Context: an optimization exercise on an open-source flow, tuned for small area, a short achievable clock period and few clock cycles per item. The choices shown serve that exercise and are no tape-out recipe. Only simulation tests tie the RTL to the original design; equivalence was not proved. Power figures rest on the tool's default switching activity, not on a simulated workload.

==> harbor <==
Design sana_envbank, start of the top module:
module sana_envbank (
    input  wire        clk,
    input  wire        rst,
    input  wire        in_valid,
    output wire        in_ready,
    input  wire [2:0]  in_op,
    input  wire [1:0]  in_unit,
    input  wire [79:0] in_data,
    output reg         out_valid,
    output reg  [8:0]  out_state,
    output wire [47:0] out_value,
    output reg         out_err
);
export LEC_CHECK = 0
export CAP_MARGIN = 20
export CORE_MARGIN = 2
export CORE_UTILIZATION = 40
export CTS_CLUSTER_DIAMETER = 150
export CTS_CLUSTER_SIZE = 24
export SLEW_MARGIN = 20
export SYNTH_HIERARCHICAL = 1
export SYNTH_MINIMUM_KEEP_SIZE = 0
create_clock -name core_clock -period 19.0 [get_ports {clk}]
standard.sh (not shown) runs the stock make flow with config.mk's settings and CLKGATE_MAP_FILE= SYNTH_SCRIPT=/design/flow/synth_recipe.tcl, a recipe that flattens the netlist after the stock synthesis.
==> flow/flow/run.sh <==
#!/bin/bash
# Layout: the standard flow (its synthesis unchanged), with timing repair
# aiming at a shorter cycle than the 19 ns clock: the clock, the delays at the
# ports and every other constraint stay as they are. make's output goes to
# make_flow.log; ORFS keeps each step's log under orfs/logs.
set -euo pipefail
cd "$(dirname "$0")/.."
export SETUP_SLACK_MARGIN=14.0
export BUFFER_PORTS_ARGS="-buffer_cell sky130_fd_sc_hd__buf_4"
bash standard.sh > make_flow.log 2>&1
==> sierra (differences from harbor) <==
--- a/flow/design.v
+++ b/flow/design.v
@@ -3,16 +3,23 @@
     input  wire b,
     input  wire c,
     output wire s,
     output wire co
 );
     assign s  = a ^ b ^ c;
     assign co = (a & b) | (a & c) | (b & c);
 endmodule
+module sana_wen (
+    input  wire a,
+    input  wire b,
+    output wire y
+);
+    assign y = a & b;
+endmodule
 module sana_ha (
     input  wire a,
     input  wire b,
     output wire s,
     output wire co
 );
     assign s  = a ^ b;
     assign co = a & b;
@@ -210,58 +217,67 @@
             pend       <= 3'd0;
             in_ready_q <= 1'b1;
         end else begin
             pend       <= pend_n;
             in_ready_q <= ~((pend_n[0] & pend_n[1]) | (pend_n[0] & pend_n[2]) | (pend_n[1] & pend_n[2])) &
                           ~(acc & in_multi);
         end
     end
+    wire in_setp = in_valid & in_ready_q & (in_op == 3'd4);
+    wire [2:0] set_a, set_d, set_r, set_h;
+    generate
+        for (u = 0; u < 3; u = u + 1) begin : g_set
+            wire sel = (in_unit == u);
+            sana_wen u_wa (.a(in_setp), .b(sel), .y(set_a[u]));
+            sana_wen u_wd (.a(in_setp), .b(sel), .y(set_d[u]));
+            sana_wen u_wr (.a(in_setp), .b(sel), .y(set_r[u]));
+            sana_wen u_wh (.a(in_setp), .b(sel), .y(set_h[u]));
+        end
+    endgenerate
     always @(posedge clk) begin
         for (k = 0; k < 3; k = k + 1) begin
-            if (rst_q) begin
+            if (rst_q)
                 state[3*k +: 3] <= ST_ECHO;
-                t[15*k +: 15]   <= 15'd0;
-            end else begin
+            else
                 state[3*k +: 3] <= n_state[3*k +: 3];
-                t[15*k +: 15]   <= n_t[15*k +: 15];
-            end
-            if (in_valid && in_ready_q && in_op == 3'd4 && in_unit == k) begin
-                inc_a[16*k +: 16] <= p_a;
-                inc_d[16*k +: 16] <= p_d;
-                inc_r[16*k +: 16] <= p_r;
-                inc_h[16*k +: 16] <= p_h;
-                pdef[k]           <= 1'b0;
-            end else if (rst_q) begin
-                pdef[k]           <= 1'b1;
-            end
+            t[15*k +: 15] <= n_t[15*k +: 15];
+            if (set_a[k]) inc_a[16*k +: 16] <= p_a;
+            if (set_d[k]) inc_d[16*k +: 16] <= p_d;
+            if (set_r[k]) inc_r[16*k +: 16] <= p_r;
+            if (set_h[k]) inc_h[16*k +: 16] <= p_h;
+            if (set_h[k])
+                pdef[k] <= 1'b0;
+            else if (rst_q)
+                pdef[k] <= 1'b1;
         end
     end
     reg        q_valid, q_resp, q_err, q_setp;
     reg [1:0]  q_sunit;
-    reg [15:0] q_sdata;
+    reg        q_s15;
     reg [8:0]  q_code, q_state;
     reg [1:0]  q_job, q_junit;
     reg [14:0] q_t;
     always @(posedge clk) begin
         if (rst) begin
             q_valid <= 1'b0;
         end else begin
             q_valid <= c_valid | busy;
         end
         q_resp  <= ~|pend_n;
         q_err   <= c_valid & c_bad;
         q_setp  <= c_valid & (c_op == 3'd4) & (c_unit != 2'd3);
         q_sunit <= c_unit;
-        q_sdata <= p_s;
+        q_s15   <= p_s[15];
         q_code  <= n_code;
         q_state <= n_state;
         q_job   <= n_job[1:0] | n_job[3:2] | n_job[5:4];
         q_junit <= {issue[2], issue[1]};
-        q_t     <= (t[14:0] & {15{issue[0]}}) | (t[29:15] & {15{issue[1]}}) | (t[44:30] & {15{issue[2]}});
+        q_t     <= (t[14:0] & {15{issue[0]}}) | (t[29:15] & {15{issue[1]}}) | (t[44:30] & {15{issue[2]}}) |
+                   (p_s[14:0] & {15{c_valid & (c_op == 3'd4)}});
     end
     wire [30:0] sq_ns, sq_nc;
     wire sqn1 = ~(~(q_t[1] & q_t[14]));
     wire sqn2, sqn3;
     sana_fa u_sqn2 (.a(~(q_t[0] & q_t[11])), .b(~(q_t[1] & q_t[10])), .c(1'b1), .s(sqn2), .co(sqn3));
     wire sqn4, sqn5;
     sana_fa u_sqn4 (.a(~(q_t[0] & q_t[12])), .b(~(q_t[1] & q_t[11])), .c(1'b1), .s(sqn4), .co(sqn5));
     wire sqn6, sqn7;
@@ -530,55 +546,55 @@
     assign sq_ns[29] = sqn207;
     assign sq_nc[29] = sqn208;
     assign sq_ns[30] = sqn209;
     assign sq_nc[30] = sqn210;
     wire [30:0] sq_y = ~(sq_ns - ~sq_nc);
     reg  [47:0] value, v_rel, sus;
     reg        m_valid, m_resp, m_err, m_setp;
     reg [1:0]  m_sunit;
-    reg [15:0] m_sdata;
+    reg        m_s15;
     reg [8:0]  m_code, m_state;
     reg [1:0]  m_junit;
     reg        f_valid, f_resp, f_err, f_setp;
     reg [1:0]  f_sunit;
     reg [15:0] f_sdata;
     reg [8:0]  f_code, f_state;
     wire [15:0] q_sus_reg  = sus[16*q_junit +: 16];
-    wire [15:0] q_sus = (m_valid && m_setp && m_sunit == q_junit) ? m_sdata :
+    wire [15:0] q_sus = (m_valid && m_setp && m_sunit == q_junit) ? {m_s15, m_x} :
                         (f_valid && f_setp && f_sunit == q_junit) ? f_sdata : q_sus_reg;
     wire [2:0]  q_fcode = f_code[3*q_junit +: 3];
     wire [15:0] q_vrel = (f_valid && q_fcode == V_RS) ? value[16*q_junit +: 16] : v_rel[16*q_junit +: 16];
     reg  [14:0] m_x, m_sq;
     reg         m_nz, m_dx, m_zatt, m_zdec, m_zrel;
     always @(posedge clk) begin
         if (rst) begin
             m_valid <= 1'b0;
         end else begin
             m_valid <= q_valid;
         end
         m_resp  <= q_resp;
         m_err   <= q_err;
         m_setp  <= q_setp;
         m_sunit <= q_sunit;
-        m_sdata <= q_sdata;
+        m_s15   <= q_s15;
         m_code  <= q_code;
         m_state <= q_state;
         m_junit <= q_junit;
         m_sq    <= sq_y[29:15];
         m_nz    <= |q_t[7:0];
         m_x     <= (q_job == J_DEC) ? (~q_sus[14:0] & {15{~q_sus[15]}}) :
-                   (q_job == J_REL) ? q_vrel[14:0] : 15'd0;
+                   (q_job == J_REL) ? q_vrel[14:0] :
+                   q_setp           ? q_t : 15'd0;
         m_dx    <= (q_job == J_DEC) & ~q_sus[15];
         m_zatt  <= (q_job == J_ATT);
         m_zdec  <= (q_job == J_DEC);
         m_zrel  <= (q_job == J_REL) & q_vrel[15];
     end
-    wire [15:0] m_sus_reg = sus[16*m_junit +: 16];
-    wire [15:0] m_sus = (f_valid && f_setp && f_sunit == m_junit) ? f_sdata : m_sus_reg;
+    wire [15:0] m_sus = {m_zdec & ~m_dx, ~m_x & {15{m_dx}}};
     wire [14:0] mr = m_sq & {15{m_dx}};
     wire [15:0] mz = (m_sus & {16{m_zdec}}) |
                      ({1'b0, ~m_sq} & {16{m_zatt}}) | ({1'b0, m_sq} & {16{m_zrel}});
     wire        me = m_zatt & ~m_nz;
     wire [30:0] mt_ns, mt_nc;
     wire mtn1, mtn2;
     sana_fa u_mtn1 (.a(~(m_x[0] & m_sq[12])), .b(~(m_x[1] & m_sq[11])), .c(1'b1), .s(mtn1), .co(mtn2));
     wire mtn3, mtn4;
@@ -1069,17 +1085,17 @@
             f_valid <= 1'b0;
         end else begin
             f_valid <= m_valid;
         end
         f_resp  <= m_resp;
         f_err   <= m_err;
         f_setp  <= m_setp;
         f_sunit <= m_sunit;
-        f_sdata <= m_sdata;
+        f_sdata <= {m_s15, m_x};
         f_code  <= m_code;
         f_state <= m_state;
         f_s     <= mt_ns[30:15];
         f_c     <= mt_nc[30:15];
         f_cl    <= lo_sum[15];
     end
     wire [15:0] f_y = ~(f_s + f_c + {15'd0, f_cl});
     always @(posedge clk) begin
@@ -1091,17 +1107,16 @@
         out_err   <= f_err;
         out_state <= f_state;
     end
     assign out_value = value;
     always @(posedge clk) begin
         for (k = 0; k < 3; k = k + 1) begin
             if (rst_q) begin
                 value[16*k +: 16] <= 16'd0;
-                v_rel[16*k +: 16] <= 16'd0;
                 sus[16*k +: 16]   <= ONE;
             end else if (f_valid) begin
                 case (f_code[3*k +: 3])
                     V_ZERO: value[16*k +: 16] <= 16'd0;
                     V_ONE:  value[16*k +: 16] <= ONE;
                     V_S:    value[16*k +: 16] <= sus[16*k +: 16];
                     V_JOB:  value[16*k +: 16] <= f_y;
                     V_REL0: value[16*k +: 16] <= v_rel[16*k +: 16];
==> flow/flow/run.sh (replaced) <==
#!/bin/bash
# Layout: the standard flow (its synthesis unchanged), with timing repair
# aiming at a shorter cycle than the 19 ns clock: the clock, the delays at the
# ports and every other constraint stay as they are. make's output goes to
# make_flow.log; ORFS keeps each step's log under orfs/logs.
set -euo pipefail
cd "$(dirname "$0")/.."
export SETUP_SLACK_MARGIN=14.0
export BUFFER_PORTS_ARGS="-buffer_cell sky130_fd_sc_hd__buf_2"
bash standard.sh > make_flow.log 2>&1
- CTS_CLUSTER_SIZE: 24 -> 20
==> qor summary <==
metric                                                                      harbor          sierra
Worst Skew                                                               0.0372 ns       0.0525 ns
Multi-input gate area                                                   0.0215 mm2      0.0197 mm2
Final period util                                                            26.2%           26.1%
Clock sinks                                                                    638             606
Number of levels the H-tree was split into                                       1               2
Synth top area share                                                         23.9%           24.0%
Clock latency of the later-clocked register in the worst-skew pair         0.67 ns         0.62 ns
Actual slew at the worst max-slew pin                                      1.17 ns         1.04 ns
Layout Utilization                                                           44.0%           43.8%
Number of buffers created by CTS                                                31              36
Run status                                                          finished clean  finished clean
Post-Route WL                                                            113000 um       108000 um
Pre-CTS worst setup slack                                                 12.89 ns        13.26 ns
Total of clock buffers placed in the layout                                     42              57
Share of power burned in the clock network                                   31.1%           33.3%
Gates resized, CTS repair                                                       97              48
Testbench counts of harbor, summed over its fixed seeds: cycles 36,512, items 32,000.
Testbench counts of sierra, summed over its fixed seeds: cycles 36,512, items 32,000.

[what the ideal ports hide]
No port has a modelled driver above. Below, the same layouts with a new extraction and two added sets of constraints. Step 1 assumes that a clkbuf_16 drives the clock port and a buf_2 every other input. Step 2 also shifts input and output timing later by t, the mid clock arrival at the registers, as if the neighbouring blocks saw the same clock. Slacks: ideal ports / drivers / drivers and shift; pairs: ideal ports / drivers.
| run | t, ns | setup slack, ns | worst slew at a driven data input, ns |
|---|---|---|---|
| harbor | 0.712 | 14.025 / 13.960 / 13.370 | 0.11 |
| sierra | 0.661 | 14.037 / 13.975 / 13.523 | 0.05 |
After both steps every run listed still meets setup and hold. The setup slack of harbor, which loses most, moves by -0.065 ns with the drivers and by -0.655 ns with both steps.
